Source: an optimization exercise on an open RTL-to-GDS flow (aim: small area, a short achievable clock period and few clock cycles per item). Production flows keep margins and buffers that such runs may drop.
Where RTL was checked, it was by simulation tests only, not by an equivalence proof against the original.
Power figures rest on the tool's default switching activity, not on a simulated workload.

## crsf_parser
module crsf_parser (
    input  wire       clk,
    input  wire       rst,         
    input  wire       in_valid,
    output wire       in_ready,
    input  wire [7:0] in_data,
    input  wire       in_last,     
    output wire       out_valid,
    input  wire       out_ready,
    output wire [7:0] out_data,
    output wire       out_last,    
    output wire       st_valid,
    output wire [7:0] st_aux,      
    output wire [5:0] st_level     
);
export LEC_CHECK = 0
export ABC_CLOCK_PERIOD_IN_PS = 2200
export CAP_MARGIN = 20
export CORE_MARGIN = 2
export CORE_UTILIZATION = 40
export CTS_BUF_LIST = sky130_fd_sc_hd__clkbuf_8 sky130_fd_sc_hd__clkbuf_16
export CTS_CLUSTER_DIAMETER = 300
export CTS_CLUSTER_SIZE = 28
export SETUP_SLACK_MARGIN = 2.8
export SLEW_MARGIN = 20
export TNS_END_PERCENT = 100
create_clock -name core_clock -period 5.0 [get_ports {clk}]
run.sh (not shown) runs the stock make flow with config.mk's settings and CLKGATE_MAP_FILE= SYNTH_SCRIPT=/design/flow/synth_recipe.tcl, a recipe that flattens the netlist after the stock synthesis.
The starting point went through all stages and came out clean.
Edit:
--- a/flow/design.v
+++ b/flow/design.v
@@ -25,27 +25,30 @@
         end
     endfunction
     function automatic is_sync(input [7:0] b);
         is_sync = (b == 8'hC8) || (b == 8'hEA) || (b == 8'hEC) || (b == 8'hEE);
     endfunction
     function automatic [7:0] sync_byte(input [1:0] code);
         sync_byte = {2'b11, code != 2'd0, 2'b01, code, 1'b0};
     endfunction
     reg  [7:0] mem [0:63];
+    integer    mi;
+    reg  [7:0] w_lo, w_hi;   
     reg        rdy;
     reg  [5:0] wptr;         
     reg  [5:0] cptr;         
     reg  [5:0] rptr;         
     reg  [5:0] lvl;          
     reg  [1:0] scode;        
     reg  [5:0] flen;         
     reg  [7:0] crc;          
     reg        bad;          
+    reg        rew;          
     reg        s0, s1;       
     reg        sb, sc;       
     reg        c_open;
     reg        c_seen;
     reg        c_drop;
     reg  [QD-1:0] qv;        
     reg  [1:0] q_aux [0:QD-1];     
     reg  [5:0] o_nf;         
     reg  [5:0] st_nf;        
@@ -66,20 +69,20 @@
     reg        ol, sl;
     wire       in_take = in_valid && rdy;
     wire       x_sync  = is_sync(in_data);
     wire       x_lenok = (in_data >= 8'd2) && (in_data <= 8'd62);
     wire       x_ok    = (in_data == crc) && !bad;
     wire       lvl0    = s0;
     wire       lvl1    = s1;
     wire [5:0] wptr_p1 = wptr + 6'd1;
     wire       lvl_eq  = (lvl == flen);
-    wire       adv     = (s1 && x_lenok) || sb || (sc && x_ok);
-    wire [5:0] wptr_n  = (sc && !x_ok) ? cptr : adv ? wptr_p1 : wptr;
+    wire       adv_w   = (s1 && x_lenok) || sb || sc;
+    wire [5:0] wptr_n  = adv_w ? wptr_p1 : wptr;
     wire [5:0] cptr_n  = (sc && x_ok) ? wptr_p1 : cptr;
     wire       n_s1    = (s0 || (s1 && !x_lenok)) && x_sync;
     wire       n_s0    = sc || ((s0 || (s1 && !x_lenok)) && !x_sync);
     wire       n_sb    = (s1 && x_lenok) || (sb && !lvl_eq);
     wire       n_sc    = sb && lvl_eq;
     wire [5:0] lvl_n   = (s1 && x_lenok) ? 6'd2 : sb ? lvl + 6'd1 :
                          n_s1 ? 6'd1 : 6'd0;
     wire       drop_n  = (s0 && !x_sync) || (s1 && !x_lenok) || (sc && !x_ok);
     wire       seen_n  = c_open ? (c_seen | x_sync) : (!lvl0 | x_sync);
@@ -110,20 +113,21 @@
     reg  [15:0] rsel;        
     assign in_ready  = rdy;
     assign out_valid = ov;
     assign out_data  = od;
     assign out_last  = ol;
     assign st_valid  = st_q;
     assign st_aux    = {q_aux[0], st_nf};
     assign st_level  = q_lvl[0];
     always @(posedge clk) begin
-        if (rdy)
-            mem[wptr] <= lvl1 ? {scode, in_data[5:0]} : in_data;
+        for (mi = 0; mi < 64; mi = mi + 1)
+            if (rdy && w_hi[mi / 8] && w_lo[mi % 8])
+                mem[mi] <= lvl1 ? {scode, in_data[5:0]} : in_data;
         for (gj = 0; gj < 4; gj = gj + 1) begin
             gt = 8'd0;
             for (gk2 = 0; gk2 < 16; gk2 = gk2 + 1)
                 gt = gt | (mem[gj*16 + gk2] & {8{rsel[gk2]}});
             g[gj] <= gt;
         end
         gsel <= rptr[5:4];
         gk   <= i_ph;
         gl   <= (i_ph == K_BODY) && (i_rem == 6'd1);
@@ -162,18 +166,21 @@
             if (push_d && q_wr[qi]) begin
                 q_aux[qi] <= {~c_seen, c_drop};
                 q_lvl[qi] <= lvl;
                 q_mrk[qi] <= cptr;
             end
         end
         if (rst) begin
             rdy    <= 1'b0;
             wptr   <= 6'd0;
+            rew    <= 1'b0;
+            w_lo   <= 8'd1;
+            w_hi   <= 8'd1;
             cptr   <= 6'd0;
             rptr   <= 6'd0;
             rsel   <= 16'd1;
             lvl    <= 6'd0;
             s0     <= 1'b1;
             s1     <= 1'b0;
             sb     <= 1'b0;
             sc     <= 1'b0;
             c_open <= 1'b0;
@@ -183,20 +190,33 @@
             st_q   <= 1'b0;
             ov     <= 1'b0;
             sv     <= 1'b0;
             gv     <= 1'b0;
             i_ph   <= 2'd0;
         end else begin
             push_d <= push;
             rdy <= (in_take ? (occ <= 6'd61) : (occ <= 6'd62)) &&
                    (push ? q_ok2 : q_ok1);
+            rew <= in_take && sc && !x_ok;
+            if (rew) begin
+                wptr <= cptr;
+                w_lo <= 8'd1 << cptr[2:0];
+                w_hi <= 8'd1 << cptr[5:3];
+            end else if (in_take && adv_w) begin
+                w_lo <= {w_lo[6:0], w_lo[7]};
+                if (w_lo[7])
+                    w_hi <= {w_hi[6:0], w_hi[7]};
+            end
+            if (rew)
+                wptr <= cptr;
+            else if (in_take)
+                wptr <= wptr_n;
             if (in_take) begin
-                wptr <= wptr_n;
                 cptr <= cptr_n;
                 lvl  <= lvl_n;
                 s0   <= n_s0;
                 s1   <= n_s1;
                 sb   <= n_sb;
                 sc   <= n_sc;
                 c_open <= !in_last;
                 c_seen <= seen_n;
                 c_drop <= cdrop_n;
The new run ran to the end with no violations.
Clock skew fell by 0.015 ns.
Clock-buffer cell count came out higher by 1.
Sequential share of layout area increases by 0.84 points.
Total power climbs by 0.63%.
Setup slack is better by 0.10 ns.
Cell area climbs by 0.36%.
Wire length goes up by 2.2%.
Hold slack hardly moves.
Testbench counts after the change, summed over its fixed seeds: cycles 52,887, bytes 52,098.
Only the layout flow was run in the first run of this note; the RTL was not checked for function there.

---

The RTL this note starts from:
==> flow/design.v <==
module crsf_parser (
    input  wire       clk,
    input  wire       rst,         
    input  wire       in_valid,
    output wire       in_ready,
    input  wire [7:0] in_data,
    input  wire       in_last,     
    output wire       out_valid,
    input  wire       out_ready,
    output wire [7:0] out_data,
    output wire       out_last,    
    output wire       st_valid,
    output wire [7:0] st_aux,      
    output wire [5:0] st_level     
);
    localparam QD = 4;             
    function automatic [7:0] crc8_step(input [7:0] c, input [7:0] b);
        integer i;
        reg [7:0] v;
        begin
            v = c ^ b;
            for (i = 0; i < 8; i = i + 1)
                v = v[7] ? ((v << 1) ^ 8'hD5) : (v << 1);
            crc8_step = v;
        end
    endfunction
    function automatic is_sync(input [7:0] b);
        is_sync = (b == 8'hC8) || (b == 8'hEA) || (b == 8'hEC) || (b == 8'hEE);
    endfunction
    function automatic [7:0] sync_byte(input [1:0] code);
        sync_byte = {2'b11, code != 2'd0, 2'b01, code, 1'b0};
    endfunction
    reg  [7:0] mem [0:63];
    reg        rdy;
    reg  [5:0] wptr;         
    reg  [5:0] cptr;         
    reg  [5:0] rptr;         
    reg  [5:0] lvl;          
    reg  [1:0] scode;        
    reg  [5:0] flen;         
    reg  [7:0] crc;          
    reg        ext;          
    reg        cmp;          
    reg        c_open;
    reg        c_seen;
    reg        c_drop;
    reg  [QD-1:0] qv;        
    reg  [1:0] q_aux [0:QD-1];     
    reg  [5:0] o_nf;         
    reg  [5:0] st_nf;        
    reg  [5:0] q_lvl [0:QD-1];
    reg  [5:0] q_mrk [0:QD-1];
    reg        st_q;
    integer    qi;
    localparam K_SYNC = 2'd0, K_LEN = 2'd1, K_BODY = 2'd2;
    reg  [1:0] i_ph;         
    reg  [5:0] i_rem;        
    reg  [7:0] g [0:3];      
    reg  [1:0] gsel;
    reg        gv;           
    reg  [1:0] gk;           
    reg        gl;           
    reg        ov, sv;
    reg  [7:0] od, sd;
    reg        ol, sl;
    wire       in_take = in_valid && rdy;
    wire       x_sync  = is_sync(in_data);
    wire       x_lenok = (in_data >= 8'd2) && (in_data <= 8'd62);
    wire       x_ok    = (in_data == crc) && !(ext && flen < 6'd4);
    wire       lvl0    = (lvl == 6'd0);
    wire       lvl1    = (lvl == 6'd1);
    reg  [5:0] wptr_n, cptr_n;
    reg  [5:0] lvl_n;
    reg        drop_n;       
    reg        good_n;       
    always @(*) begin
        wptr_n = wptr;
        cptr_n = cptr;
        lvl_n  = lvl;
        drop_n = 1'b0;
        good_n = 1'b0;
        if (lvl0) begin
            if (x_sync)
                lvl_n  = 6'd1;
            else
                drop_n = 1'b1;
        end else if (lvl1) begin
            if (x_lenok) begin
                wptr_n = wptr + 6'd1;
                lvl_n  = 6'd2;
            end else begin
                drop_n = 1'b1;
                if (!x_sync)
                    lvl_n = 6'd0;
            end
        end else begin
            wptr_n = wptr + 6'd1;
            lvl_n  = lvl + 6'd1;
            if (cmp) begin
                lvl_n = 6'd0;
                if (x_ok) begin
                    good_n = 1'b1;
                    cptr_n = wptr + 6'd1;
                end else begin
                    drop_n = 1'b1;
                    wptr_n = cptr;
                end
            end
        end
    end
    wire       seen_n  = c_open ? (c_seen | x_sync) : (!lvl0 | x_sync);
    wire       cdrop_n = (c_open && c_drop) | drop_n;
    wire       push    = in_take && in_last;
    reg        push_d;       
    wire       q_has  = st_q ? qv[1] : qv[0];
    wire [5:0] q_hmrk = st_q ? q_mrk[1] : q_mrk[0];
    wire       q_at   = q_has && (rptr == q_hmrk) && (i_ph == 2'd0);
    wire       take   = ov && out_ready;
    wire       st_set = q_at && !gv && !sv && (!ov || out_ready);
    wire       q_blk  = q_at;
    wire       avail  = (i_ph != 2'd0) || ((rptr != cptr) && !q_blk);
    wire       room   = !ov || (!sv && !gv) || (out_ready && !(sv && gv));
    wire       issue  = avail && room;
    wire [7:0] rd     = g[gsel];
    wire [7:0] land   = (gk == K_SYNC) ? sync_byte(rd[7:6]) :
                        (gk == K_LEN)  ? {2'b00, rd[5:0]} : rd;
    wire [5:0] occ    = wptr - rptr;
    wire       q_ok1  = !qv[QD-2] || (!qv[QD-1] && (!push_d || st_q)) ||
                        (st_q && !push_d);
    wire       q_ok2  = !qv[QD-3] || (!qv[QD-2] && (!push_d || st_q)) ||
                        (!qv[QD-1] && st_q && !push_d);
    wire [QD-1:0] q_wr = st_q ? ({1'b0, qv[QD-1:1]} ^ qv) : (qv ^ {qv[QD-2:0], 1'b1});
    integer    gj, gk2;
    reg  [7:0] gt;
    reg  [15:0] rsel;        
    assign in_ready  = rdy;
    assign out_valid = ov;
    assign out_data  = od;
    assign out_last  = ol;
    assign st_valid  = st_q;
    assign st_aux    = {q_aux[0], st_nf};
    assign st_level  = q_lvl[0];
    always @(posedge clk) begin
        if (rdy)
            mem[wptr] <= lvl1 ? {scode, in_data[5:0]} : in_data;
        for (gj = 0; gj < 4; gj = gj + 1) begin
            gt = 8'd0;
            for (gk2 = 0; gk2 < 16; gk2 = gk2 + 1)
                gt = gt | (mem[gj*16 + gk2] & {8{rsel[gk2]}});
            g[gj] <= gt;
        end
        gsel <= rptr[5:4];
        gk   <= i_ph;
        gl   <= (i_ph == K_BODY) && (i_rem == 6'd1);
        if (issue && i_ph == K_LEN)
            i_rem <= rd[5:0];
        else if (issue && i_ph == K_BODY)
            i_rem <= i_rem - 6'd1;
        if (take && sv) begin
            od <= sd;
            ol <= sl;
        end else if (!ov || take) begin
            od <= land;
            ol <= gl;
        end
        if (gv && ov && !(take && !sv)) begin
            sd <= land;
            sl <= gl;
        end
        if (in_take) begin
            if (lvl1) begin
                flen <= in_data[5:0];
                crc  <= 8'h00;
            end else
                crc  <= crc8_step(crc, in_data);
            if (lvl == 6'd2)
                ext <= (in_data >= 8'h28);
            if (lvl0 || x_sync)
                scode <= in_data[2:1];
        end
        for (qi = 0; qi < QD; qi = qi + 1) begin
            if (st_q && qi < QD - 1) begin
                q_aux[qi] <= q_aux[qi+1];
                q_lvl[qi] <= q_lvl[qi+1];
                q_mrk[qi] <= q_mrk[qi+1];
            end
            if (push_d && q_wr[qi]) begin
                q_aux[qi] <= {~c_seen, c_drop};
                q_lvl[qi] <= lvl;
                q_mrk[qi] <= cptr;
            end
        end
        if (rst) begin
            rdy    <= 1'b0;
            wptr   <= 6'd0;
            cptr   <= 6'd0;
            rptr   <= 6'd0;
            rsel   <= 16'd1;
            lvl    <= 6'd0;
            cmp    <= 1'b0;
            c_open <= 1'b0;
            push_d <= 1'b0;
            o_nf   <= 6'd0;
            qv     <= {QD{1'b0}};
            st_q   <= 1'b0;
            ov     <= 1'b0;
            sv     <= 1'b0;
            gv     <= 1'b0;
            i_ph   <= 2'd0;
        end else begin
            push_d <= push;
            rdy <= (in_take ? (occ <= 6'd61) : (occ <= 6'd62)) &&
                   (push ? q_ok2 : q_ok1);
            if (in_take) begin
                wptr <= wptr_n;
                cptr <= cptr_n;
                lvl  <= lvl_n;
                cmp  <= !lvl1 && (lvl == flen);
                c_open <= !in_last;
                c_seen <= seen_n;
                c_drop <= cdrop_n;
            end
            qv   <= (st_q ? {1'b0, qv[QD-1:1]} : qv) | (push_d ? q_wr : {QD{1'b0}});
            st_q <= st_set;
            gv <= issue;
            if (st_set)
                st_nf <= st_q ? 6'd0 : o_nf;
            if (st_q)
                o_nf <= {5'd0, issue && i_ph == K_SYNC};
            else if (issue && i_ph == K_SYNC && o_nf != 6'd63)
                o_nf <= o_nf + 6'd1;
            if (issue) begin
                if (i_ph != K_SYNC) begin
                    rptr <= rptr + 6'd1;
                    rsel <= {rsel[14:0], rsel[15]};
                end
                i_ph <= (i_ph == K_SYNC) ? K_LEN :
                        (i_ph == K_LEN)  ? K_BODY :
                        (i_rem == 6'd1)  ? K_SYNC : K_BODY;
            end
            if (take && sv)
                sv <= gv;
            else if (!ov || take)
                ov <= gv;
            else if (gv)
                sv <= 1'b1;
        end
    end
endmodule
clock: 5.0 ns
lec_check: 0
abc_clock_period_in_ps: 2200
cap_margin: 20
core_margin: 2
core_utilization: 40
cts_buf_list: sky130_fd_sc_hd__clkbuf_8 sky130_fd_sc_hd__clkbuf_16
cts_cluster_diameter: 300
cts_cluster_size: 28
setup_slack_margin: 2.8
slew_margin: 20
tns_end_percent: 100
Testbench counts at the start, summed over its fixed seeds: cycles 53,163, bytes 52,098.
Change:
--- a/flow/design.v
+++ b/flow/design.v
@@ -41,13 +41,13 @@
     reg  [7:0] crc;          
     reg        ext;          
     reg        cmp;          
     reg        c_open;
     reg        c_seen;
     reg        c_drop;
-    reg  [QD-1:0] qv;        
+    reg  [2:0] qn;
     reg  [1:0] q_aux [0:QD-1];     
     reg  [5:0] o_nf;         
     reg  [5:0] st_nf;        
     reg  [5:0] q_lvl [0:QD-1];
     reg  [5:0] q_mrk [0:QD-1];
     reg        st_q;
@@ -109,30 +109,26 @@
         end
     end
     wire       seen_n  = c_open ? (c_seen | x_sync) : (!lvl0 | x_sync);
     wire       cdrop_n = (c_open && c_drop) | drop_n;
     wire       push    = in_take && in_last;
     reg        push_d;       
-    wire       q_has  = st_q ? qv[1] : qv[0];
+    wire       q_has  = (qn > {2'd0, st_q});
     wire [5:0] q_hmrk = st_q ? q_mrk[1] : q_mrk[0];
     wire       q_at   = q_has && (rptr == q_hmrk) && (i_ph == 2'd0);
     wire       take   = ov && out_ready;
     wire       st_set = q_at && !gv && !sv && (!ov || out_ready);
     wire       q_blk  = q_at;
     wire       avail  = (i_ph != 2'd0) || ((rptr != cptr) && !q_blk);
     wire       room   = !ov || (!sv && !gv) || (out_ready && !(sv && gv));
     wire       issue  = avail && room;
     wire [7:0] rd     = g[gsel];
     wire [7:0] land   = (gk == K_SYNC) ? sync_byte(rd[7:6]) :
                         (gk == K_LEN)  ? {2'b00, rd[5:0]} : rd;
     wire [5:0] occ    = wptr - rptr;
-    wire       q_ok1  = !qv[QD-2] || (!qv[QD-1] && (!push_d || st_q)) ||
-                        (st_q && !push_d);
-    wire       q_ok2  = !qv[QD-3] || (!qv[QD-2] && (!push_d || st_q)) ||
-                        (!qv[QD-1] && st_q && !push_d);
-    wire [QD-1:0] q_wr = st_q ? ({1'b0, qv[QD-1:1]} ^ qv) : (qv ^ {qv[QD-2:0], 1'b1});
+    wire [2:0] q_cnt  = qn + {2'd0, push_d} - {2'd0, st_q};
     integer    gj, gk2;
     reg  [7:0] gt;
     reg  [15:0] rsel;        
     assign in_ready  = rdy;
     assign out_valid = ov;
     assign out_data  = od;
@@ -181,13 +177,13 @@
         for (qi = 0; qi < QD; qi = qi + 1) begin
             if (st_q && qi < QD - 1) begin
                 q_aux[qi] <= q_aux[qi+1];
                 q_lvl[qi] <= q_lvl[qi+1];
                 q_mrk[qi] <= q_mrk[qi+1];
             end
-            if (push_d && q_wr[qi]) begin
+            if (push_d && qi == qn - {2'd0, st_q}) begin
                 q_aux[qi] <= {~c_seen, c_drop};
                 q_lvl[qi] <= lvl;
                 q_mrk[qi] <= cptr;
             end
         end
         if (rst) begin
@@ -198,32 +194,32 @@
             rsel   <= 16'd1;
             lvl    <= 6'd0;
             cmp    <= 1'b0;
             c_open <= 1'b0;
             push_d <= 1'b0;
             o_nf   <= 6'd0;
-            qv     <= {QD{1'b0}};
+            qn     <= 3'd0;
             st_q   <= 1'b0;
             ov     <= 1'b0;
             sv     <= 1'b0;
             gv     <= 1'b0;
             i_ph   <= 2'd0;
         end else begin
             push_d <= push;
             rdy <= (in_take ? (occ <= 6'd61) : (occ <= 6'd62)) &&
-                   (push ? q_ok2 : q_ok1);
+                   (push ? (q_cnt < QD - 1) : (q_cnt < QD));
             if (in_take) begin
                 wptr <= wptr_n;
                 cptr <= cptr_n;
                 lvl  <= lvl_n;
                 cmp  <= !lvl1 && (lvl == flen);
                 c_open <= !in_last;
                 c_seen <= seen_n;
                 c_drop <= cdrop_n;
             end
-            qv   <= (st_q ? {1'b0, qv[QD-1:1]} : qv) | (push_d ? q_wr : {QD{1'b0}});
+            qn   <= qn + {2'd0, push_d} - {2'd0, st_q};
             st_q <= st_set;
             gv <= issue;
             if (st_set)
                 st_nf <= st_q ? 6'd0 : o_nf;
             if (st_q)
                 o_nf <= {5'd0, issue && i_ph == K_SYNC};
The new run completed without violations; sequential share of layout area falls by 1.0 points; global-route usage falls by 0.12 points; utilization rises by 0.61 points; final cell count rises by 0.61%; via count stays flat; area after synthesis is about the same; worst setup slack gets worse by 0.24 ns; clock skew falls by 0.0036 ns; non-clock buffer count rises by 24; routed wire length rises by 1.6%; total power rises by 0.30%; cell area rises by 1.5%; maximum frequency falls by 9.4%.
No functional check of the RTL was part of the second run of this note.

-- static timing again, ports no longer ideal --
No port has a modelled driver above. Below, the same layouts with a new extraction and two added sets of constraints.
Step 1 (the two cells are an assumption about what drives the block):
set clk [get_ports {clk}]
set_driving_cell -lib_cell sky130_fd_sc_hd__clkbuf_16 $clk
set_driving_cell -lib_cell sky130_fd_sc_hd__buf_2 [delete_from_list [all_inputs] $clk]
Step 2 moves the port delays by t, midway between the first and last clock arrival at a register: inputs arrive t later, outputs are due t later. That takes back most of the time a late clock gives input paths.
Three values: ideal ports, drivers, drivers and shift; two values: the first two.
run | shift t [ns] | setup slack, ns | clock arrival spread, ns | pins driven straight from the clock port
the first run of note 1 | 0.694 | 2.678 / 2.670 / 2.024 | 0.047 / 0.047 | 1
the second run of note 1 | 0.690 | 2.783 / 2.699 / 2.009 | 0.028 / 0.028 | 1
the first run of note 2 | 0.693 | 2.729 / 2.729 / 2.160 | 0.024 / 0.025 | 1
the second run of note 2 | 0.676 | 2.493 / 2.493 / 2.064 | 0.023 / 0.024 | 1
After both steps setup and hold are still met in every run listed. For the second run of note 1, which loses most, drivers alone change the setup slack by -0.084 ns; drivers and shift together by -0.774 ns.
